Source: an optimization exercise on an open RTL-to-GDS flow (aim: small area). Production flows keep margins and buffers that such runs may drop. At most, simulation tests tie the RTL to the original design; equivalence was not proved. For runs 1 and 4, only the layout was checked, not whether the RTL still works. Power and IR drop assume default switching activity.

--- flow/design.v ---
module dstu_mac_pad (
    input  wire        clk,
    input  wire        rst,
    input  wire [1:0]  macsel,
    input  wire        cmd_valid,
    output wire        cmd_ready,
    input  wire [31:0] cmd_word,
    input  wire [31:0] cmd_arg0,
    input  wire [31:0] cmd_arg1,
    input  wire [31:0] cmd_arg2,
    output wire        rsp_valid,
    output wire [2:0]  rsp_err,
    output wire [31:0] rsp_ret,
    input  wire [2:0]  sr_sel,
    output reg  [31:0] sr_data,
    output wire [31:0] kb_addr,
    input  wire [7:0]  kb_data,
    output wire [31:0] ib_addr,
    input  wire [7:0]  ib_data,
    output wire        ob_we,
    output wire [31:0] ob_addr,
    output wire [7:0]  ob_data,
    output wire [1:0]  eng_cfg,
    input  wire [7:0]  eng_blklen,
    output wire        eng_abs_valid,
    output reg  [7:0]  eng_abs_byte,
    input  wire        eng_abs_ready,
    output wire        eng_reset,
    output wire        eng_final,
    input  wire        eng_dig_valid,
    input  wire [7:0]  eng_dig_byte,
    output wire        eng_dig_ready
);
    localparam [31:0] ALG_ID  = 32'h44535455;    
    localparam [1:0] UNINIT = 2'd0, KEYED = 2'd1, STALE = 2'd2;
    localparam [2:0] E_OK = 3'd0, E_CFG = 3'd1, E_STATE = 3'd2, E_LEN = 3'd3, E_ILL = 3'd4;
    localparam [7:0] OP_INIT = 8'h01, OP_UPDB = 8'h02, OP_UPDM = 8'h03, OP_FINAL = 8'h04,
                     OP_RESET = 8'h05, OP_GETSIZE = 8'h06, OP_GETNAME = 8'h07;
    localparam [3:0] S_IDLE  = 4'd0,
                     S_RSP   = 4'd1,     
                     S_RST   = 4'd2,     
                     S_IWAIT = 4'd3,     
                     S_ILOAD = 4'd4,     
                     S_IRD   = 4'd5,
                     S_IABS  = 4'd6,
                     S_URD   = 4'd7,
                     S_UABS  = 4'd8,
                     S_UPDB  = 4'd9,
                     S_FPAD0 = 4'd10,    
                     S_FPAD  = 4'd11,
                     S_FKEY  = 4'd12,
                     S_FFIN  = 4'd13,
                     S_FDIG  = 4'd14;
    reg  [3:0]  state;
    reg  [1:0]  fsm;
    reg  [1:0]  cfg;           
    reg  [63:0] cnt;
    reg  [6:0]  klen;
    reg  [1:0]  ret_sel;       
    reg  [2:0]  err;
    reg  [3:0]  sticky;
    reg  [31:0] a;             
    reg  [31:0] e;             
    reg  [7:0]  dc;            
    reg  [5:0]  ph;            
    reg  [511:0] ring;         
    wire        cfgfault = (cfg == 2'd3);
    wire [6:0]  macsize  = {cfg == 2'd2, ~cfg[1], cfg == 2'd1, 4'd0};
    wire [1:0]  fsm_rd   = fsm | {2{cfgfault}};
    wire [7:0]  c_opc = cmd_word[7:0];
    wire [7:0]  c_mod = cmd_word[15:8];
    wire [15:0] c_rsv = cmd_word[31:16];
    wire c_legal = (c_rsv == 16'd0) &&
                   ((c_opc == OP_INIT) ||
                    ((c_opc >= OP_UPDB) && (c_opc <= OP_GETNAME) && (c_mod == 8'd0)));
    wire        c_updm = (c_opc[2:0] == 3'd3);
    wire [31:0] c_addend = c_updm ? cmd_arg2 : {25'd0, macsize};
    wire [32:0] c_end = {1'b0, cmd_arg1} + {1'b0, c_addend};
    wire        c_lenerr = c_end > {1'b0, cmd_arg0};
    wire        keyed = (fsm == KEYED);
    reg  [2:0]  c_err;
    always @(*) begin
        c_err = E_OK;
        if (!c_legal)
            c_err = E_ILL;
        else if (cfgfault)
            c_err = E_CFG;
        else begin
            case (c_opc[2:0])
                3'd1: if (c_mod != 8'd0 || cmd_arg0 > 32'd64) c_err = E_CFG;
                3'd2: if (!keyed) c_err = E_STATE;
                3'd3, 3'd4:
                      if (c_lenerr) c_err = E_LEN;
                      else if (!keyed) c_err = E_STATE;
                default: c_err = E_OK;
            endcase
        end
    end
    wire [7:0]  kr      = e[7:0];
    wire        i_lt_l  = !kr[7] && (kr[6:0] != 7'd0);
    wire        i_eq_l  = (kr == 8'd0);
    wire        pk_fld  = (dc[7:4] == 4'd0) && (dc[3:0] >= 4'd9) && (dc[3:0] <= 4'd12) &&
                          (!i_lt_l || ((kr[6:4] == 3'd0) && (kr[3:0] < dc[3:0])));
    reg  [7:0]  pk_byte;
    always @(*) begin
        if (pk_fld) begin
            case (dc[1:0])
                2'd0:    pk_byte = {klen[4:0], 3'b000};       
                2'd3:    pk_byte = {6'd0, klen[6:5]};         
                default: pk_byte = 8'h00;
            endcase
        end else if (i_eq_l)
            pk_byte = 8'h80;
        else if (i_lt_l)
            pk_byte = kb_data;
        else
            pk_byte = 8'h00;
    end
    wire        pb_fld  = (dc >= 8'd5) && (dc <= 8'd12);
    reg  [7:0]  pb_v;
    always @(*) begin
        case (dc[3:0])
            4'd12:   pb_v = {cnt[4:0], 3'b000};
            4'd11:   pb_v = cnt[12:5];
            4'd10:   pb_v = cnt[20:13];
            4'd9:    pb_v = cnt[28:21];
            4'd8:    pb_v = cnt[36:29];
            4'd7:    pb_v = cnt[44:37];
            4'd6:    pb_v = cnt[52:45];
            default: pb_v = cnt[60:53];
        endcase
    end
    wire [7:0]  pb_byte = pb_fld ? pb_v : ((state == S_FPAD0) ? 8'h80 : 8'h00);
    reg  [7:0]  key_byte;
    always @(*) begin
        case (ph[5:4])
            2'd0:    key_byte = ring[7:0];
            2'd1:    key_byte = ring[16*8+7:16*8];
            2'd2:    key_byte = ring[32*8+7:32*8];
            default: key_byte = ring[48*8+7:48*8];
        endcase
    end
    wire at_end = (a == e);
    assign cmd_ready     = (state == S_IDLE);
    assign rsp_valid     = (state == S_RSP);
    assign rsp_err       = err;
    assign rsp_ret       = (ret_sel == 2'd2) ? ALG_ID :
                           (ret_sel == 2'd1) ? {25'd0, macsize} : 32'd0;
    assign kb_addr       = {25'd0, a[6:0]};
    assign ib_addr       = a;
    assign ob_addr       = a;
    assign ob_data       = eng_dig_byte;
    assign eng_dig_ready = (state == S_FDIG) && !at_end;
    assign ob_we         = eng_dig_ready && eng_dig_valid;
    assign eng_cfg       = cfg;
    assign eng_reset     = rst | (state == S_RST);
    assign eng_final     = (state == S_FFIN);
    wire key_rdy = (ph[3:0] == 4'd2) && (dc != 8'd0);
    assign eng_abs_valid = (state == S_IABS) || (state == S_UABS) || (state == S_UPDB) ||
                           (state == S_FPAD0) || (state == S_FPAD) ||
                           ((state == S_FKEY) && key_rdy);
    always @(*) begin
        case (state)
            S_IABS:          eng_abs_byte = pk_byte;
            S_UABS:          eng_abs_byte = ib_data;
            S_UPDB:          eng_abs_byte = a[7:0];
            S_FPAD0, S_FPAD: eng_abs_byte = pb_byte;
            default:         eng_abs_byte = key_byte;
        endcase
    end
    always @(*) begin
        case (sr_sel)
            3'd0:    sr_data = {20'd0, sticky, 1'b0, err, 1'b0, ~cmd_ready, fsm_rd};
            3'd1:    sr_data = rsp_ret;
            3'd2:    sr_data = {25'd0, macsize};
            3'd3:    sr_data = {24'd0, eng_blklen};
            3'd4:    sr_data = cnt[31:0];
            3'd5:    sr_data = cnt[63:32];
            3'd6:    sr_data = {25'd0, klen};
            default: sr_data = 32'd0;
        endcase
    end
    wire abs_fire = eng_abs_valid && eng_abs_ready;
    wire dc_last  = (dc == 8'd1);
    wire dc_zero  = (dc == 8'd0);
    wire st_idle  = (state == S_IDLE);
    wire st_iwait = (state == S_IWAIT);
    wire st_iload = (state == S_ILOAD);
    wire st_iabs  = (state == S_IABS);
    wire st_uabs  = (state == S_UABS);
    wire st_updb  = (state == S_UPDB);
    wire st_fpad  = (state == S_FPAD0) || (state == S_FPAD);
    wire st_fkey  = (state == S_FKEY);
    wire st_ffin  = (state == S_FFIN);
    wire st_fdig  = (state == S_FDIG);
    wire acc      = st_idle && cmd_valid;
    wire acc_ok   = acc && (c_err == E_OK);
    wire [2:0] op = c_opc[2:0];
    wire msg_fire = abs_fire && (st_uabs || st_updb);
    always @(posedge clk)
        ring <= {ring[503:0], st_iload ? ~kb_data : ring[511:504]};
    always @(posedge clk) begin
        if (rst)
            ph <= 6'd0;
        else if (!(st_fkey && abs_fire))
            ph <= ph + 6'd1;
    end
    wire cnt_clr = rst || st_ffin || (acc_ok && ((op == 3'd1) || (op == 3'd5)));
    wire [63:0] cnt_ones;                    
    assign cnt_ones[0] = 1'b1;
    genvar gi;
    generate for (gi = 1; gi < 64; gi = gi + 1) begin : g_cones
        assign cnt_ones[gi] = cnt_ones[gi-1] & cnt[gi-1];
    end endgenerate
    always @(posedge clk)
        cnt <= (cnt ^ (cnt_ones & {64{msg_fire}})) & {64{~cnt_clr}};
    wire a_clr = st_iwait || (st_iload && a[6]);
    wire a_inc = st_iload || ((st_iabs || st_uabs) && abs_fire) || ob_we;
    wire [31:0] a_ones;                      
    assign a_ones[0] = 1'b1;
    generate for (gi = 1; gi < 32; gi = gi + 1) begin : g_aones
        assign a_ones[gi] = a_ones[gi-1] & a[gi-1];
    end endgenerate
    wire [31:0] a_plus = a ^ a_ones;
    always @(posedge clk) begin
        if (st_idle)
            a <= {cmd_arg1[31:8], (op == 3'd2) ? cmd_arg0[7:0] : cmd_arg1[7:0]};
        else if (a_clr)
            a[6:0] <= 7'd0;
        else if (a_inc)
            a <= a_plus;
    end
    always @(posedge clk)
        if (st_idle)
            e <= c_end[31:0];
        else if (st_iwait)
            e[7:0] <= {1'b0, klen};
        else if (st_iabs && abs_fire && !kr[7])
            e[7:0] <= kr - 8'd1;
    wire dc_ld_b = (acc_ok && ((op == 3'd1) || ((op == 3'd4) && (dc < 8'd12)))) ||
                   (dc_last && abs_fire && (st_iabs || st_uabs || st_updb));
    wire dc_ld_k = dc_last && abs_fire && st_fpad;
    wire dc_dec  = abs_fire && (st_iabs || st_uabs || st_updb || st_fpad || st_fkey);
    wire [7:0] dc_minus = dc - 8'd1;
    always @(posedge clk) begin
        if (dc_ld_b)
            dc <= eng_blklen;
        else if (dc_ld_k)
            dc <= {1'b0, klen};
        else if (dc_dec)
            dc <= dc_minus;
    end
    task respond(input [2:0] code);
        begin
            err   <= code;
            case (code)
                E_CFG:   sticky[0] <= 1'b1;
                E_STATE: sticky[1] <= 1'b1;
                E_LEN:   sticky[2] <= 1'b1;
                E_ILL:   sticky[3] <= 1'b1;
                default: ;
            endcase
            state <= S_RSP;
        end
    endtask
    always @(posedge clk) begin
        if (rst) begin
            state   <= S_IDLE;
            cfg     <= macsel;
            fsm     <= UNINIT;
            klen    <= 7'd0;
            ret_sel <= 2'd0;
            err     <= E_OK;
            sticky  <= 4'd0;
        end else begin
            case (state)
                S_IDLE: begin
                    if (cmd_valid) begin
                        if (c_err != E_OK)
                            respond(c_err);
                        else begin
                            case (op)
                                3'd1: begin      
                                    klen  <= cmd_arg0[6:0];
                                    fsm   <= KEYED;
                                    state <= S_IWAIT;
                                end
                                3'd2:            
                                    state <= S_UPDB;
                                3'd3:            
                                    state <= S_URD;
                                3'd4: begin      
                                    ret_sel <= 2'd1;
                                    fsm     <= STALE;
                                    state   <= S_FPAD0;
                                end
                                3'd5: begin      
                                    if (keyed)
                                        fsm <= STALE;
                                    err   <= E_OK;
                                    state <= S_RST;
                                end
                                3'd6: begin      
                                    ret_sel <= 2'd1;
                                    respond(E_OK);
                                end
                                default: begin   
                                    ret_sel <= 2'd2;
                                    respond(E_OK);
                                end
                            endcase
                        end
                    end
                end
                S_RSP:
                    state <= S_IDLE;
                S_RST:
                    state <= S_RSP;
                S_IWAIT:
                    if (ph == 6'd63)
                        state <= S_ILOAD;
                S_ILOAD:
                    if (a[6])
                        state <= S_IRD;
                S_IRD:
                    state <= S_IABS;
                S_IABS:
                    if (abs_fire) begin
                        if (dc_last && !i_lt_l)
                            respond(E_OK);
                        else
                            state <= S_IRD;
                    end
                S_UPDB:
                    if (abs_fire)
                        respond(E_OK);
                S_URD:
                    if (at_end)
                        respond(E_OK);
                    else
                        state <= S_UABS;
                S_UABS:
                    if (abs_fire)
                        state <= S_URD;
                S_FPAD0, S_FPAD:
                    if (abs_fire)
                        state <= dc_last ? S_FKEY : S_FPAD;
                S_FKEY:
                    if (dc_zero)
                        state <= S_FFIN;
                S_FFIN:
                    state <= S_FDIG;
                S_FDIG:
                    if (at_end)
                        respond(E_OK);
                default:
                    state <= S_IDLE;
            endcase
        end
    end
endmodule
--- flow/flow/run.sh ---
#!/bin/bash
# Layout flow: the standard ORFS flow (standard.sh) with these changes in
# how the layout is built:
#  * synthesis: the standard script, but Yosys's abc runs its default
#    area-oriented mapping script instead of ORFS's speed script (the
#    registers come out of dfflibmap before abc, so they are unchanged);
#  * port buffers use the smallest buffer cell (buf_1);
#  * clock tree synthesis without dummy loads, clkbuf_16 with larger clusters.
# ORFS writes each tool's log under orfs/logs/; make's output goes to flow.log.
set -euo pipefail
here=$(pwd)
cat flow/abc_plain.tcl synth_recipe.tcl > "$here/synth_area.tcl"
export BUFFER_PORTS_ARGS="-buffer_cell sky130_fd_sc_hd__buf_1"
export CTS_ARGS="-sink_clustering_enable -repair_clock_nets -dont_use_dummy_load -buf_list {sky130_fd_sc_hd__clkbuf_16} -sink_clustering_size 25 -sink_clustering_max_diameter 100"
bash standard.sh SYNTH_SCRIPT="$here/synth_area.tcl" finish > flow.log 2>&1
--- flow/flow/abc_plain.tcl ---
# Run Yosys's abc with its default mapping script: drop the -script, -D and
# -constr arguments that ORFS's synth.tcl passes, keep the liberty and
# dont_use arguments.
proc abc {args} {
  set keep {}
  set skip 0
  foreach a $args {
    if {$skip} { set skip 0; continue }
    if {$a in {-script -D -constr}} { set skip 1; continue }
    lappend keep $a
  }
  yosys abc {*}$keep
}
--- flow/standard.sh ---
#!/bin/bash
# synth_recipe.tcl (not shown) runs the flow's synth.tcl, then flattens the netlist and writes it again
# the make line also repeats each setting of config.mk as NAME=value (left out here)
make -C /OpenROAD-flow-scripts/flow DESIGN_CONFIG=/design/flow/config.mk WORK_HOME=/design/flow/orfs CLKGATE_MAP_FILE= SYNTH_SCRIPT=/design/flow/synth_recipe.tcl "${@:-finish}"
--- flow/config.mk ---
export PLATFORM = sky130hd
export DESIGN_NAME = dstu_mac_pad
export DESIGN_NICKNAME = dstu_mac_pad
export VERILOG_FILES = /design/flow/design.v
export SDC_FILE = /design/flow/constraint.sdc
export NUM_CORES = 4
export LEC_CHECK = 0
export CAP_MARGIN = 20
export CORE_MARGIN = 2
export CORE_UTILIZATION = 60
export SLEW_MARGIN = 20
--- flow/constraint.sdc ---
create_clock -name core_clock -period 10.0 [get_ports {clk}]
set_input_delay 2.0000 -clock core_clock [delete_from_list [all_inputs] [get_ports {clk}]]
set_output_delay 2.0000 -clock core_clock [all_outputs]
set_load 0.01 [all_outputs]
==> results of run 1 <==
[power by group through the flow]
stage	combinational [mW]	clock, mW	sequential [mW]
detailed placement	1.42	0	3.98
global route	1.59	1.46	4.01
global placement	1.40	0	3.96
CTS	1.43	1.37	3.96
floorplan	0.969	0	3.86
finish	1.44	1.35	3.94
[timing repair]
action | in CTS | in global routing
setup buffers | 0 | 1
setup endpoints to repair | 0 | 98
gates resized for setup | 0 | 14
[layer usage]
layer / vias to the layer above / track usage (%)
li1: 7581 / -
met5: - / 0
met2: 581 / 48.4
met4: 0 / 8.55
met3: 99 / 4.21
met1: 7494 / 39.4
[layout make-up]
type,count,area (µm²),area share [%]
well taps,511,639,2.53
diodes,4,10.0,0.0396
inverters,81,304,1.20
repair buffers,375,1750,6.91
clock buffers,31,776,3.07
multi-input cells,1182,7500,29.7
flip-flops and latches,678,14300,56.6
[cell usage after synthesis, types with 11 or more instances]
| cell type | n | area, µm² |
|---|---|---|
| a222oi_1 | 22 | 220 |
| o21bai_1 | 21 | 158 |
| edfxtp_1 | 74 | 2220 |
| nand3_1 | 25 | 125 |
| and2_0 | 25 | 156 |
| o211ai_1 | 11 | 82.6 |
| nor2b_1 | 12 | 75.1 |
| a22oi_1 | 20 | 150 |
| nor4_1 | 21 | 131 |
| xnor2_1 | 55 | 482 |
| nand4_1 | 23 | 144 |
| dfxtp_1 | 604 | 12100 |
| xor2_1 | 28 | 245 |
| a22o_1 | 15 | 131 |
| nand2_1 | 167 | 627 |
| nor3_1 | 65 | 325 |
| clkinv_1 | 81 | 304 |
| nor2_1 | 148 | 556 |
| and3_1 | 53 | 332 |
| a21oi_1 | 127 | 636 |
| ha_1 | 106 | 1330 |
| buf_4 | 100 | 751 |
| o21ai_0 | 66 | 330 |
| a31oi_1 | 16 | 100 |
[cells by family (layout without fill, tap and decap cells)]
group           after synthesis  in the layout  synth area share [%]
xor+xnor                     83             83                  3.21
compound gates              359            359                  10.3
mux                           8              8                 0.354
buf+inv                     181            487                  4.66
simple gates                582            582                  12.4
fa+ha+maj                   107            107                  5.94
other cells                   1             47                0.0166
flops                       678            678                  63.2
[final timing paths]
kind / start / endpoint / cells past startpoint
setup / recovery: cmd_word[1] / dc[0] / 47
hold reg to reg: ring[278] / ring[286] / 0
setup reg to reg: state[1] / cnt[63] / 31
hold / removal: ring[278] / ring[286] / 0
[metrics by stage]
step           setup slack [ns]  cells  instance area [µm²]
2_1_floorplan            0.0427   2041                22800
3_3_place_gp             -0.233   2826                24500
3_5_place_dp             -0.357   2826                24500
4_1_cts                   0.258   2857                25200
5_1_grt                -0.00233   2861                25300
6_report                  0.696   2862                25300
[state kept, by name (all words and copies together), names as in the netlist, 6 cells and up]
signal and cells:
ph 6, e 32, cnt 64, a 32, klen 7, ring 512
dc 8
[worst max-delay path, delay by kind of cell]
kind            cells  cell delay, ns
compound gates     33            5.18
xor+xnor            1            0.11
simple gates        8            1.49
buf+inv             3            0.36
fa+ha+maj           2            0.54
==> results.json, run 1 <==
{
  "drtPass1Iterations": 8,
  "groute.usage.overall_pct": 29.0,
  "area_growth_pct": 11.7,
  "fp.dieW_um": 198,
  "switchingPower_mw": 2.14,
  "ios": 358,
  "p_seq_share_pct": 58.6,
  "power_frac_comb_pct": 21.4,
  "required_ns": 10.36,
  "maxCapViolCount": 0,
  "startpoint_type": "primary input",
  "syn_area_per_cell_um2": 11.3,
  "start_util_pct": 60.6,
  "antenna_found_initial": 4,
  "synthCells": 1999,
  "num_vias": 15755,
  "cp.arrival_ns": 9.66,
  "cts-buffers-inserted": 31,
  "hold_ws_ns": 0.319,
  "min_path_type": "flop to flop",
  "grt_pass1_vias": 15022,
  "grt_overflow": 0,
  "rows": 71,
  "setup_viol": 0,
  "reg2reg_slack_ns": 1.84,
  "status": "finished clean",
  "max_stage_delay_ns": 0.43,
  "nets": 2626,
  "dpl.hpwl_mm": 42.4,
  "layout-drive-gt1-share_pct": 5.28,
  "yosysSeqAreaShare_pct": 63.2,
  "cts_hold_buf": 0,
  "wl_met1_mm": 24.8,
  "routed_via_density": 5.50,
  "htreeDepth": 1,
  "cts.sinks": 678,
  "routed.top_layer": "met4",
  "grt_first_pass_wirelength_mm": 87.1,
  "yosysUniqueCellTypes": 56,
  "power.share.clock_pct": 20.0,
  "worst-path-max-fanout": 16,
  "period_needed_ns": 9.30,
  "cellInternalPower_mw": 4.59,
  "layout_common_cells": "dfxtp_1 (604), buf_1 (298), nand2_1 (167), nor2_1 (146), a21oi_1 (120)",
  "cts-root-buf": "clkbuf_16",
  "synth_edf_count": 74,
  "drtAntennaViolNets": 0,
  "grt_max_degree": 76,
  "power_mw": 6.73,
  "p_sw_share_pct": 31.9,
  "ys_ff_latch": 678,
  "final_common_cell": "dfxtp_1",
  "slowest_stage": "a2111oi_2",
  "clock_latency_ns": 0.60,
  "ir_worst_vdd_mv": 0.429,
  "nFillCells": 2829,
  "fin_setup_tns_ns": 0,
  "wl_met3_mm": 4.05,
  "tightest_slew_ns": 1.10,
  "final_core_util_pct": 67.6,
  "post-route-period-util_pct": 93.0,
  "power_density_nw_per_um2": 266,
  "endpoint_kind": "flop",
  "yosysWarnings": 1,
  "synth-async-reset-ratio_pct": 0,
  "power.leakage_nw": 10.1,
  "drt_iter0_markers": 1457,
  "core_area_um2": 37400,
  "routed_wl_mm": 58.1,
  "synth-main-ff-cell": "dfxtp_1",
  "worstSetupPathType": "primary input to flop",
  "place.gp.congestion": 0.970,
  "cpMostUsedCell": "o21bai_1",
  "max_freq_mhz": 107,
  "cts_tree": "yes",
  "drv_slew": 0,
  "chipHeight_um": 198,
  "path_clk_slew_ns": 0.10,
  "clockBufferDepth": 3,
  "syn_area_um2": 22700,
  "dieArea_um2": 39300,
  "wire_per_inst_um": 20.3,
  "maxSlewHeadroom_pct": 26.2,
  "io_buffers": 298,
  "final_hold_viol_count": 0,
  "routed-wl-met2_mm": 27.6,
  "drc_errors": 0,
  "skew_ns": 0.0275
}
==> run 2: changes to the inputs <==
--- a/flow/design.v
+++ b/flow/design.v
@@ -50,7 +50,8 @@
                      S_FPAD  = 4'd11,
                      S_FKEY  = 4'd12,
                      S_FFIN  = 4'd13,
-                     S_FDIG  = 4'd14;
+                     S_FDIG  = 4'd14,
+                     S_CHK   = 4'd15;    
     reg  [3:0]  state;
     reg  [1:0]  fsm;
     reg  [1:0]  cfg;           
@@ -78,6 +79,12 @@
     wire [32:0] c_end = {1'b0, cmd_arg1} + {1'b0, c_addend};
     wire        c_lenerr = c_end > {1'b0, cmd_arg0};
     wire        keyed = (fsm == KEYED);
+    reg         lenerr_q, chk_fin;
+    always @(posedge clk) begin
+        lenerr_q <= c_lenerr;
+        if (state == S_IDLE)
+            chk_fin <= (c_opc[2:0] == 3'd4);
+    end
     reg  [2:0]  c_err;
     always @(*) begin
         c_err = E_OK;
@@ -89,9 +96,6 @@
             case (c_opc[2:0])
                 3'd1: if (c_mod != 8'd0 || cmd_arg0 > 32'd64) c_err = E_CFG;
                 3'd2: if (!keyed) c_err = E_STATE;
-                3'd3, 3'd4:
-                      if (c_lenerr) c_err = E_LEN;
-                      else if (!keyed) c_err = E_STATE;
                 default: c_err = E_OK;
             endcase
         end
@@ -216,17 +220,12 @@
         cnt <= (cnt ^ (cnt_ones & {64{msg_fire}})) & {64{~cnt_clr}};
     wire a_clr = st_iwait || (st_iload && a[6]);
     wire a_inc = st_iload || ((st_iabs || st_uabs) && abs_fire) || ob_we;
-    wire [31:0] a_ones;                      
-    assign a_ones[0] = 1'b1;
-    generate for (gi = 1; gi < 32; gi = gi + 1) begin : g_aones
-        assign a_ones[gi] = a_ones[gi-1] & a[gi-1];
-    end endgenerate
-    wire [31:0] a_plus = a ^ a_ones;
+    wire [31:0] a_plus = a + 32'd1;
     always @(posedge clk) begin
         if (st_idle)
             a <= {cmd_arg1[31:8], (op == 3'd2) ? cmd_arg0[7:0] : cmd_arg1[7:0]};
         else if (a_clr)
-            a[6:0] <= 7'd0;
+            a[8:0] <= 9'd0;
         else if (a_inc)
             a <= a_plus;
     end
@@ -237,7 +236,8 @@
             e[7:0] <= {1'b0, klen};
         else if (st_iabs && abs_fire && !kr[7])
             e[7:0] <= kr - 8'd1;
-    wire dc_ld_b = (acc_ok && ((op == 3'd1) || ((op == 3'd4) && (dc < 8'd12)))) ||
+    wire chk_go  = (state == S_CHK) && !lenerr_q && keyed;
+    wire dc_ld_b = (acc_ok && (op == 3'd1)) || (chk_go && chk_fin && (dc < 8'd12)) ||
                    (dc_last && abs_fire && (st_iabs || st_uabs || st_updb));
     wire dc_ld_k = dc_last && abs_fire && st_fpad;
     wire dc_dec  = abs_fire && (st_iabs || st_uabs || st_updb || st_fpad || st_fkey);
@@ -287,13 +287,8 @@
                                 end
                                 3'd2:            
                                     state <= S_UPDB;
-                                3'd3:            
-                                    state <= S_URD;
-                                3'd4: begin      
-                                    ret_sel <= 2'd1;
-                                    fsm     <= STALE;
-                                    state   <= S_FPAD0;
-                                end
+                                3'd3, 3'd4:      
+                                    state <= S_CHK;
                                 3'd5: begin      
                                     if (keyed)
                                         fsm <= STALE;
@@ -314,6 +309,17 @@
                 end
                 S_RSP:
                     state <= S_IDLE;
+                S_CHK:
+                    if (lenerr_q)
+                        respond(E_LEN);
+                    else if (!keyed)
+                        respond(E_STATE);
+                    else if (chk_fin) begin
+                        ret_sel <= 2'd1;
+                        fsm     <= STALE;
+                        state   <= S_FPAD0;
+                    end else
+                        state <= S_URD;
                 S_RST:
                     state <= S_RSP;
                 S_IWAIT:
==> run 2 against run 1 <==
  * Still clean
  * Non-clock buffer count shrank 57
  * Clock power barely moved
  * Final area is 1.4% lower
  * Core utilization fell by 1.2 points
  * Die area rose by 0.61%
  * Maximum frequency increased by 4.3%
  * Count of clock-buffer cells in the layout unchanged
  * Setup slack gained 0.38 ns
  * Area after synthesis up 0.62%
  * Global-route usage fell by 1.0 points
  * Critical path type unchanged
  * Critical endpoint is now cnt[63]
==> results.json, run 2 <==
{
  "status": "finished clean",
  "clock_latency_ns": 0.61,
  "cts-root-buf": "clkbuf_16",
  "drtPass1Iterations": 8,
  "syn_area_per_cell_um2": 11.2,
  "worst-path-max-fanout": 6,
  "final_hold_viol_count": 0,
  "grt_setup_unrepaired": "false",
  "switchingPower_mw": 2.05,
  "drc_errors": 0,
  "met1_usage_pct": 37.7,
  "drv_slew": 0,
  "yosysSeqAreaShare_pct": 63.0,
  "synthCells": 2035,
  "layout_common_cells": "dfxtp_1 (605), buf_1 (298), nor2_1 (160), a21oi_1 (135), nand2_1 (127)",
  "rows": 71,
  "period_needed_ns": 8.92,
  "use_met3_pct": 3.48,
  "syn_area_um2": 22800,
  "nets": 2576,
  "grt_use_met2_pct": 47.1,
  "min_path_type": "flop to flop",
  "area_growth_pct": 9.45,
  "io_buffers": 298,
  "top_usage_layer": "met2",
  "post-route-period-util_pct": 89.2,
  "start_util_pct": 60.7,
  "startpoint_type": "primary input",
  "ys_ff_latch": 680,
  "setup_ws_ns": 1.08,
  "synth_edf_count": 75,
  "p_sw_share_pct": 31.4,
  "drtAntennaViolNets": 0,
  "place.gp.congestion": 0.922,
  "chipHeight_um": 199,
  "antenna_found_initial": 3,
  "synth_top_area_cell": "dfxtp_1",
  "yosysUniqueCellTypes": 54,
  "power_frac_comb_pct": 20.3,
  "wire_per_inst_um": 19.9,
  "synth_area_leaders": "dfxtp_1 (53%), edfxtp_1 (9.9%), ha_1 (4.2%)",
  "fin_setup_tns_ns": 0,
  "grt_max_degree": 43,
  "routed_via_density": 5.56,
  "yosysWarnings": 1,
  "grt_pass1_vias": 14929,
  "maxCapViolCount": 0,
  "reg_top3": "ring: 512 flops, cnt: 64 flops",
  "grt_first_pass_wirelength_mm": 84.5,
  "cts-buffers-inserted": 31,
  "groute.usage.overall_pct": 28.0,
  "tightest_slew_ns": 1.14,
  "required_ns": 10.46,
  "ctsResizeCount": 0,
  "htreeDepth": 1,
  "post-cts-setup-buffers": 0,
  "power.share.clock_pct": 20.5,
  "num_vias": 15776,
  "largest_reg_flops": 512,
  "power_mw": 6.53,
  "ios": 358,
  "drt_iter0_markers": 1053,
  "core_area_um2": 37600,
  "clockBufferDepth": 3,
  "path_clk_slew_ns": 0.11,
  "p_seq_share_pct": 59.2,
  "synth_common_cells": "dfxtp_1 (605), nor2_1 (160), a21oi_1 (135)",
  "cts_hold_buf": 0,
  "worstSetupPathType": "primary input to flop",
  "dieArea_um2": 39600,
  "synth-async-reset-ratio_pct": 0,
  "setup_viol": 0,
  "cts_tree": "yes",
  "maxSlewHeadroom_pct": 23.8,
  "rr_worst_depth": 27,
  "power.leakage_nw": 9.54,
  "pre_cts_slack_ns": 0.591,
  "max_freq_mhz": 112,
  "final_common_cell": "dfxtp_1",
  "cp.arrival_ns": 9.39,
  "fp.dieW_um": 199,
  "regMostFlops": "ring",
  "ir_worst_vdd_mv": 0.219,
  "cts.sinks": 680,
  "endpoint_kind": "flop",
  "grt_overflow": 0,
  "power_density_nw_per_um2": 262,
  "whs_path_depth": 0,
  "skew_ns": 0.0231,
  "routed_wl_mm": 56.6,
  "synth-main-ff-cell": "dfxtp_1",
  "dpl.hpwl_mm": 42.3,
  "yosysMostFrequentCell": "dfxtp_1",
  "synth_top_cell_area_share_pct": 53.1,
  "layout-drive-gt1-share_pct": 2.71,
  "cellInternalPower_mw": 4.47
}
==> run 2: kinds of logic (layout without fill, tap and decap cells) <==
group           after synthesis  after routing  share of synthesized area (%)
flops                       680            680                           63.0
simple gates                586            586                           12.8
compound gates              413            413                           11.4
buf+inv                     176            425                           4.55
xor+xnor                     91             91                           3.50
fa+ha+maj                    78             78                           4.31
mux                          10             10                          0.439
other cells                   1             45                         0.0165
==> run 2: worst paths after layout <==
| path | startpoint | to | slack, ns |
|---|---|---|---|
| hold reg to reg | ring[273] | ring[281] | 0.31 |
| setup reg to reg | state[3] | cnt[63] | 2.05 |
| hold / removal | ring[273] | ring[281] | 0.31 |
| setup / recovery | eng_abs_ready | cnt[63] | 1.08 |
==> run 2: layer usage <==
metal | wire length (µm) | up-vias
met1 | 24600 | 7492
met2 | 26700 | 548
met3 | 3470 | 96
met4 | 1810 | 2
met5 | 13 | -
li1 | - | 7638
==> run 2: worst max-delay path, stage by stage <==
cell,delay [ns]
buf_1,0.18
nor4bb_1,0.60
and4_1,0.38
and4_1,0.30
and4_1,0.30
and4_1,0.27
and4_1,0.30
nand4_1,0.17
nor4_1,0.20
buf_4,0.18
nand4_1,0.15
nor4_1,0.24
buf_4,0.19
nand4_1,0.13
nor4_1,0.55
and4_1,0.36
and4_1,0.28
and4_1,0.26
and3_1,0.26
and4_1,0.31
and4_1,0.30
and3_1,0.25
and4_1,0.27
and4_1,0.28
and3_1,0.21
and2_0,0.23
and3_1,0.18
nor3_1,0.04
==> run 2: per-stage QoR <==
stage               area, µm²  hold slack, ns  util (%)  instances
floorplan               22900           0.310         -       2077
global placement        24200           0.310      64.3       2806
detailed placement      24200           0.312      64.3       2806
CTS                     24900           0.317      66.4       2837
global route            24900           0.318      66.4       2838
finish                  24900           0.314      66.4       2839
==> run 2: layout make-up <==
type                    count  area, µm²
diodes                      2       5.00
clock buffers              31        776
fillers                  2985      12600
inverters                  76        285
multi-input cells        1221       7610
flip-flops and latches    680      14400
well taps                 511        639
repair buffers            318       1270
==> run 2: power by group through the flow <==
stage                     clock network (mW)  registers (mW)  logic [mW]
final                                   1.34            3.87        1.32
after global routing                    1.45            3.93        1.46
after CTS                               1.36            3.87        1.32
after detailed placement                   0            3.91        1.31
after global placement                     0            3.89        1.30
after floorplan                            0            3.79       0.918
==> run 3: changes to the inputs <==
--- a/flow/design.v
+++ b/flow/design.v
@@ -77,7 +77,14 @@
     wire        c_updm = (c_opc[2:0] == 3'd3);
     wire [31:0] c_addend = c_updm ? cmd_arg2 : {25'd0, macsize};
     wire [32:0] c_end = {1'b0, cmd_arg1} + {1'b0, c_addend};
-    wire        c_lenerr = c_end > {1'b0, cmd_arg0};
+    wire [33:0] c_gt;
+    assign c_gt[0] = 1'b0;
+    genvar gc;
+    generate for (gc = 0; gc < 32; gc = gc + 1) begin : g_cmp
+        assign c_gt[gc+1] = (c_end[gc] & ~cmd_arg0[gc]) | (c_end[gc] & c_gt[gc]) | (~cmd_arg0[gc] & c_gt[gc]);
+    end endgenerate
+    assign c_gt[33] = c_end[32] | c_gt[32];
+    wire        c_lenerr = c_gt[33];
     wire        keyed = (fsm == KEYED);
     reg         lenerr_q, chk_fin;
     always @(posedge clk) begin
==> run 3 against run 2 <==
  * Critical path type unchanged
  * Cell count decreased by 2.3%
  * Critical path depth increased by 4
  * Die area decreased by 1.6%
  * Setup slack got worse by 0.16 ns
  * Final area decreased by 1.7%
  * Wire length decreased by 2.1%
  * Via count increased by 0.39%
  * Clock power about the same
==> results.json, run 3 <==
{
  "status": "finished clean",
  "syn_area_per_cell_um2": 11.1,
  "power_density_nw_per_um2": 272,
  "rows": 70,
  "switchingPower_mw": 2.15,
  "grt_max_degree": 51,
  "skew_ns": 0.0464,
  "core_area_um2": 36700,
  "drtPass1Iterations": 10,
  "fin_setup_tns_ns": 0,
  "path_clk_slew_ns": 0.10,
  "cts_tree": "yes",
  "maxSlewHeadroom_pct": 27.5,
  "clock_latency_ns": 0.57,
  "layout-drive-gt1-share_pct": 2.69,
  "layout_common_cells": "dfxtp_1 (605), buf_1 (298), nor2_1 (170), nand2_1 (127), a21oi_1 (122)",
  "cpMostUsedCell": "and3_1",
  "r2r-end": "cnt[63]",
  "endpoint_kind": "flop",
  "synth_area_leaders": "dfxtp_1 (54%), edfxtp_1 (10%), buf_4 (3.3%)",
  "grt_setup_unrepaired": "false",
  "num_vias": 15837,
  "cp.arrival_ns": 9.55,
  "required_ns": 10.46,
  "power_frac_comb_pct": 21.4,
  "chipHeight_um": 197,
  "startpoint": "eng_abs_ready",
  "grt_first_pass_wirelength_mm": 83.8,
  "routed_via_density": 5.71,
  "synth_common_cells": "dfxtp_1 (605), nor2_1 (170), nand2_1 (127)",
  "yosysUniqueCellTypes": 58,
  "synthCells": 2012,
  "post-route-period-util_pct": 90.9,
  "reg_top3": "ring: 512 flops, cnt: 64 flops",
  "wire_per_inst_um": 20.0,
  "power_mw": 6.67,
  "htreeDepth": 1,
  "synth_edf_count": 75,
  "fp.dieW_um": 197,
  "max_freq_mhz": 110,
  "cts-root-buf": "clkbuf_16",
  "clockBufferDepth": 3,
  "cts-buffers-inserted": 31,
  "tightest_slew_ns": 1.09,
  "synth-async-reset-ratio_pct": 0,
  "reg2reg_slack_ns": 1.75,
  "synth_top_area_cell": "dfxtp_1",
  "instances_no_fill": 2774,
  "cts.sinks": 680,
  "yosysWarnings": 1,
  "worst-path-buf-inv": 3,
  "drc_errors": 0,
  "groute.usage.overall_pct": 27.9,
  "grt_overflow": 0,
  "routed_wl_mm": 55.4,
  "final_hold_viol_count": 0,
  "worstSetupPathType": "primary input to flop",
  "final_common_cell": "dfxtp_1",
  "synth_top_cell_area_share_pct": 54.0,
  "area_growth_pct": 9.32,
  "yosysSeqAreaShare_pct": 64.1,
  "maxCapViolCount": 0,
  "syn_area_um2": 22400,
  "largest_reg_flops": 512,
  "drt_iter0_markers": 1162,
  "setup_viol": 0,
  "p_sw_share_pct": 32.2,
  "p_seq_share_pct": 58.6,
  "min_path_type": "flop to flop",
  "yosysMostFrequentCell": "dfxtp_1",
  "nets": 2522,
  "ios": 358,
  "grt_pass1_vias": 14735,
  "start_util_pct": 61.1,
  "dpl.hpwl_mm": 40.5,
  "crit_family": "simple AND/OR/NAND/NOR gates",
  "synth-main-ff-cell": "dfxtp_1",
  "dieArea_um2": 38900,
  "antenna_found_initial": 5,
  "reg2reg_from": "state[3]",
  "ir_worst_vdd_mv": 0.256,
  "ys_ff_latch": 680,
  "post-cts-setup-buffers": 0,
  "max_stage_delay_ns": 0.49,
  "slowest_stage": "nor4bb_1",
  "cellInternalPower_mw": 4.52,
  "io_buffers": 298,
  "period_needed_ns": 9.09,
  "drv_slew": 0,
  "power.share.clock_pct": 20.0,
  "power.leakage_nw": 9.43,
  "rr_worst_depth": 31,
  "final_core_util_pct": 66.8,
  "place.gp.congestion": 0.928,
  "regMostFlops": "ring",
  "worst-path-max-fanout": 6,
  "crit_cells": 32,
  "dp.cells": 2741,
  "startpoint_type": "primary input",
  "drtAntennaViolNets": 0,
  "crit_end": "cnt[63]"
}
## run 3: changes by cell type after synthesis, sizes merged, moves of 6 or more
| cell | delta |
|---|---|
| o21ai | +7 |
| o21bai | -14 |
| and2 | -29 |
| nor2 | +10 |
| maj3 | +8 |
| mux2i | -9 |
| a21oi | -13 |
| xnor2 | -10 |
| and3 | +28 |
| ha | -32 |
| nor2b | +6 |
| and4 | -7 |
## run 3: cells by family (layout without fill, tap and decap cells)
kind of cell,count (synthesis),in the layout,synth area share [%]
flops,680,680,64.1
simple gates,604,604,13.3
compound gates,414,414,11.8
buf+inv,176,426,4.62
xor+xnor,82,82,3.20
fa+ha+maj,54,54,2.96
other cells,1,45,0.0167
mux,1,1,0.0446
## run 3: power by group through the flow
stage / sequential [mW] / clock [mW] / combinational, mW
2_1_floorplan: 3.81 / 0 / 0.996
3_3_place_gp: 3.92 / 0 / 1.41
3_5_place_dp: 3.95 / 0 / 1.41
4_1_cts: 3.90 / 1.35 / 1.42
5_1_grt: 3.97 / 1.44 / 1.56
6_report: 3.90 / 1.33 / 1.43
## run 3: routing by layer
metal  global-route usage [%]  routed length (µm)  vias up
li1                         -                   -     7586
met1                     39.1               24400     7521
met2                     45.0               25400      642
met3                     4.85                4260       86
met4                     7.02                1270        2
met5                        0                  13        -
## run 3: worst min-delay path by stage
stage | depth (start not counted) | startpoint | endpoint
4_1_cts | 0 | ring[21] | ring[29]
6_report | 0 | ring[21] | ring[29]
3_5_place_dp | 0 | ring[118] | ring[126]
5_1_grt | 0 | ring[211] | ring[219]
3_3_place_gp | 0 | ring[237] | ring[245]
2_1_floorplan | 0 | ring[92] | ring[100]
## run 3: repair_timing
action / 4_1_cts / 5_1_grt
endpoints found under the hold margin: 0 / 0
hold buffers: 0 / 0
setup endpoints to repair: 0 / 3
gates resized for setup: 0 / 2
## run 3: area by class of cell
| cell class | instances | area [µm²] |
|---|---|---|
| Antenna cell | 2 | 5.00 |
| Clock buffer | 31 | 776 |
| Fill cell | 2888 | 12200 |
| Inverter | 76 | 285 |
| Multi-Input combinational cell | 1198 | 7220 |
| Sequential cell | 680 | 14400 |
| Tap cell | 468 | 586 |
| Timing Repair Buffer | 319 | 1280 |
## run 3: through the flow
step | area [µm²] | hold slack [ns] | setup slack, ns
finish | 24500 | 0.276 | 0.913
detailed placement | 23700 | 0.312 | 0.165
global placement | 23700 | 0.310 | 0.488
global route | 24500 | 0.281 | 0.0994
CTS | 24500 | 0.279 | 0.748
floorplan | 22600 | 0.310 | 1.16
==> run 4: changes to the inputs <==
--- a/flow/design.v
+++ b/flow/design.v
@@ -76,15 +76,16 @@
                     ((c_opc >= OP_UPDB) && (c_opc <= OP_GETNAME) && (c_mod == 8'd0)));
     wire        c_updm = (c_opc[2:0] == 3'd3);
     wire [31:0] c_addend = c_updm ? cmd_arg2 : {25'd0, macsize};
-    wire [32:0] c_end = {1'b0, cmd_arg1} + {1'b0, c_addend};
-    wire [33:0] c_gt;
-    assign c_gt[0] = 1'b0;
+    wire [31:0] c_t = cmd_arg1 ^ c_addend ^ ~cmd_arg0;
+    wire [31:0] c_k = (cmd_arg1 & c_addend) | (cmd_arg1 & ~cmd_arg0) | (c_addend & ~cmd_arg0);
+    wire [32:0] c_c;
+    assign c_c[0] = 1'b0;
     genvar gc;
     generate for (gc = 0; gc < 32; gc = gc + 1) begin : g_cmp
-        assign c_gt[gc+1] = (c_end[gc] & ~cmd_arg0[gc]) | (c_end[gc] & c_gt[gc]) | (~cmd_arg0[gc] & c_gt[gc]);
+        wire kin = (gc == 0) ? 1'b0 : c_k[gc-1];
+        assign c_c[gc+1] = (c_t[gc] & kin) | (c_t[gc] & c_c[gc]) | (kin & c_c[gc]);
     end endgenerate
-    assign c_gt[33] = c_end[32] | c_gt[32];
-    wire        c_lenerr = c_gt[33];
+    wire        c_lenerr = c_c[32] | c_k[31];
     wire        keyed = (fsm == KEYED);
     reg         lenerr_q, chk_fin;
     always @(posedge clk) begin
@@ -227,7 +228,15 @@
         cnt <= (cnt ^ (cnt_ones & {64{msg_fire}})) & {64{~cnt_clr}};
     wire a_clr = st_iwait || (st_iload && a[6]);
     wire a_inc = st_iload || ((st_iabs || st_uabs) && abs_fire) || ob_we;
-    wire [31:0] a_plus = a + 32'd1;
+    wire        st_chk = (state == S_CHK);
+    wire [31:0] a_opb  = st_chk ? e : 32'd1;
+    wire [32:0] a_cy;
+    assign a_cy[0] = 1'b0;
+    genvar ga;
+    generate for (ga = 0; ga < 32; ga = ga + 1) begin : g_add
+        assign a_cy[ga+1] = (a[ga] & a_opb[ga]) | (a[ga] & a_cy[ga]) | (a_opb[ga] & a_cy[ga]);
+    end endgenerate
+    wire [31:0] a_plus = a ^ a_opb ^ a_cy[31:0];
     always @(posedge clk) begin
         if (st_idle)
             a <= {cmd_arg1[31:8], (op == 3'd2) ? cmd_arg0[7:0] : cmd_arg1[7:0]};
@@ -238,7 +247,9 @@
     end
     always @(posedge clk)
         if (st_idle)
-            e <= c_end[31:0];
+            e <= c_addend;
+        else if (st_chk)
+            e <= a_plus;
         else if (st_iwait)
             e[7:0] <= {1'b0, klen};
         else if (st_iabs && abs_fire && !kr[7])
==> run 4 against run 3 <==
  * Now fails the layout checks on setup timing
  * Critical endpoint is now a[31]
  * Wire length decreased by 1.5%
  * Via count decreased by 4.0%
  * Register-to-register slack got worse by 2.9 ns
  * Critical path type is now flop to flop
  * Synthesized cell count down 5.3%
  * Clock skew down 0.0033 ns
  * Area after synthesis decreased by 0.16%
==> results.json, run 4 <==
{
  "start_util_pct": 61.0,
  "worst-path-max-fanout": 2,
  "layout_common_cells": "dfxtp_1 (601), buf_1 (298), nor2_1 (168), o21ai_0 (134), nand2_1 (104)",
  "grt_overflow": 0,
  "reg2reg_slack_ns": -1.11,
  "ys_ff_latch": 680,
  "num_vias": 15207,
  "cts.sinks": 680,
  "clockBufferDepth": 3,
  "setup_viol": 8,
  "so_faults": "setup timing",
  "place.gp.congestion": 0.899,
  "path_clk_slew_ns": 0.10,
  "cp.arrival_ns": 11.55,
  "dpl.hpwl_mm": 40.5,
  "synth_top_area_cell": "dfxtp_1",
  "post-cts-setup-buffers": 0,
  "dpl_cell_area_um2": 23900,
  "synth_top_cell_area_share_pct": 54.1,
  "wire_per_inst_um": 20.4,
  "synth-async-reset-ratio_pct": 0,
  "ios": 358,
  "fin_setup_tns_ns": -5.44,
  "clock_latency_ns": 0.57,
  "groute.usage.overall_pct": 27.6,
  "synth_edf_count": 75,
  "cts-buffers-inserted": 31,
  "post-route-period-util_pct": 111,
  "synth_area_leaders": "dfxtp_1 (54%), edfxtp_1 (10%), fa_1 (5.4%)",
  "synth_common_cells": "dfxtp_1 (605), nor2_1 (169), o21ai_0 (136)",
  "final_common_cell": "dfxtp_1",
  "cts-root-buf": "clkbuf_16",
  "layout-drive-gt1-share_pct": 5.37,
  "core_area_um2": 36700,
  "final_hold_viol_count": 0,
  "regMostFlops": "ring",
  "cpMostUsedCell": "fa_2",
  "ir_worst_vdd_mv": 0.210,
  "endpoint_kind": "flop",
  "syn_area_per_cell_um2": 11.8,
  "num_antenna_cells": 0,
  "slowest_stage": "fa_2",
  "grt_setup_unrepaired": "true",
  "io_buffers": 298,
  "skew_ns": 0.0431,
  "drtAntennaViolNets": 0,
  "pre_cts_slack_ns": -1.18,
  "setup_ws_ns": -1.11,
  "chipHeight_um": 197,
  "fp.dieW_um": 197,
  "area_growth_pct": 10.4,
  "grt_pass1_vias": 14700,
  "yosysSeqAreaShare_pct": 64.2,
  "power_density_nw_per_um2": 275,
  "grt_first_pass_wirelength_mm": 82.5,
  "nets": 2459,
  "power.leakage_nw": 9.19,
  "dp.cells": 2651,
  "maxSlewHeadroom_pct": 22.3,
  "rows": 70,
  "min_path_type": "flop to flop",
  "drv_slew": 0,
  "maxCapViolCount": 0,
  "period_needed_ns": 11.11,
  "startpoint_type": "flop",
  "drt_iter0_markers": 1199,
  "htreeDepth": 1,
  "largest_reg_flops": 512,
  "drtPass1Iterations": 6,
  "reg_top3": "ring: 512 flops, cnt: 64 flops",
  "max_freq_mhz": 90.0,
  "antenna_found_initial": 0,
  "dieArea_um2": 38900,
  "required_ns": 10.44,
  "yosysUniqueCellTypes": 59,
  "max_stage_delay_ns": 0.38,
  "tightest_slew_ns": 1.16,
  "design_area_um2": 24700,
  "worstSetupPathType": "flop to flop",
  "synthCells": 1905,
  "yosysWarnings": 1,
  "yosysMostFrequentCell": "dfxtp_1",
  "grt_max_degree": 82,
  "synth-main-ff-cell": "dfxtp_1",
  "routed_via_density": 5.67,
  "status": "finished with violations",
  "instances_no_fill": 2682,
  "drc_errors": 0,
  "final_core_util_pct": 67.4,
  "cts_tree": "yes",
  "syn_area_um2": 22400,
  "routed_wl_mm": 54.6
}
## run 4: changes by cell type in the layout (fill, tap and decap cells not counted), moves of 23 or more
| cell | previous run | this run |
|---|---|---|
| ha_1 | 45 | 12 |
| fa_2 | 0 | 30 |
| fa_1 | 1 | 30 |
| and2_0 | 21 | 49 |
| nand2_1 | 127 | 104 |
| and3_1 | 63 | 25 |
| a21oi_1 | 122 | 73 |
## run 4: worst paths after layout
path,start,endpoint,depth (start not counted)
worst max-delay path,state[1],a[31],42
worst min register to register,ring[265],ring[273],0
worst min-delay path,ring[265],ring[273],0
worst max register to register,state[1],a[31],42
## run 4: per-stage QoR
stage	total power [mW]	hold WS, ns
finish	6.81	0.279
global route	7.15	0.281
CTS	6.85	0.280
detailed placement	5.52	0.312
global placement	5.48	0.310
floorplan	4.88	0.310
## run 4: final cells by class
| cell class | instances | area [µm²] |
|---|---|---|
| fillers | 2817 | 12000 |
| flip-flops and latches | 680 | 14400 |
| clock buffers | 31 | 776 |
| repair buffers | 336 | 1400 |
| well taps | 468 | 586 |
| inverters | 74 | 283 |
| multi-input cells | 1093 | 7290 |
## run 4: cells by family (layout without fill, tap and decap cells)
| logic type | Yosys count | in the layout | synth area share (%) |
|---|---|---|---|
| xor gates and xnor gates | 42 | 42 | 1.64 |
| other | 1 | 43 | 0.0168 |
| muxes | 1 | 1 | 0.0447 |
| AOI/OAI and AO/OA | 400 | 400 | 11.7 |
| buffers and inverters | 174 | 441 | 4.59 |
| DFF | 680 | 680 | 64.2 |
| adders and majority gates | 73 | 73 | 6.09 |
| and+or+nand+nor | 534 | 534 | 11.8 |
## run 4: worst max-delay path: cells and delay by family, from the launching register on
family	cells	cell delay [ns]
flops	1	0.37
buf+inv	4	0.22
fa+ha+maj	31	9.59
xor+xnor	1	0.17
compound gates	2	0.34
simple gates	4	0.26
## run 4: timing repair
item,CTS,global route
gates cloned,0,0
endpoints found under the setup margin,8,10
gates resized for setup,15,1
pin swaps,0,0
hold buffers,0,0
## run 4: where the power goes
part           switching [mW]  internal [mW]
combinational            1.05          0.532
clock                   0.767          0.552
sequential              0.337           3.57
total                    2.16           4.65
## run 4: per-layer routing
layer | share of wire, % | wire length, µm | track usage, % | up-vias
met5 | 0 | 0 | 0 | -
met4 | 3.1 | 1710 | 8.05 | 0
met3 | 6.5 | 3560 | 3.26 | 104
met2 | 48 | 26100 | 46.5 | 607
met1 | 42 | 23200 | 37.9 | 7313
li1 | - | - | - | 7183

-- separate check: timing with driven ports --
How much do the figures lean on ideal ports? The routed layouts below were timed once more, with nothing changed but the port constraints. Step 1, drivers: a clkbuf_16 drives clk and a buf_2 each remaining input, both assumed. Step 2 times the ports against the registers' clock, not the clock port: input delays grow and output delays shrink by t, the midpoint of the rising clock arrivals with the driver on. Three values: ideal ports, drivers, drivers and shift; two values: the first two.
| run | shift t [ns] | setup slack, ns | latest minus earliest clock arrival (ns) |
|---|---|---|---|
| run 1 | 0.647 | 0.696 / 0.682 / 0.034 | 0.029 / 0.029 |
| run 2 | 0.657 | 1.078 / 1.083 / 0.426 | 0.025 / 0.025 |
| run 3 | 0.621 | 0.913 / 0.911 / 0.290 | 0.090 / 0.090 |
| run 4 | 0.615 | -1.108 / -1.108 / -1.108 | 0.074 / 0.075 |
The setup slack of run 1, which loses most, moves by -0.014 ns with the drivers and by -0.662 ns with both steps.
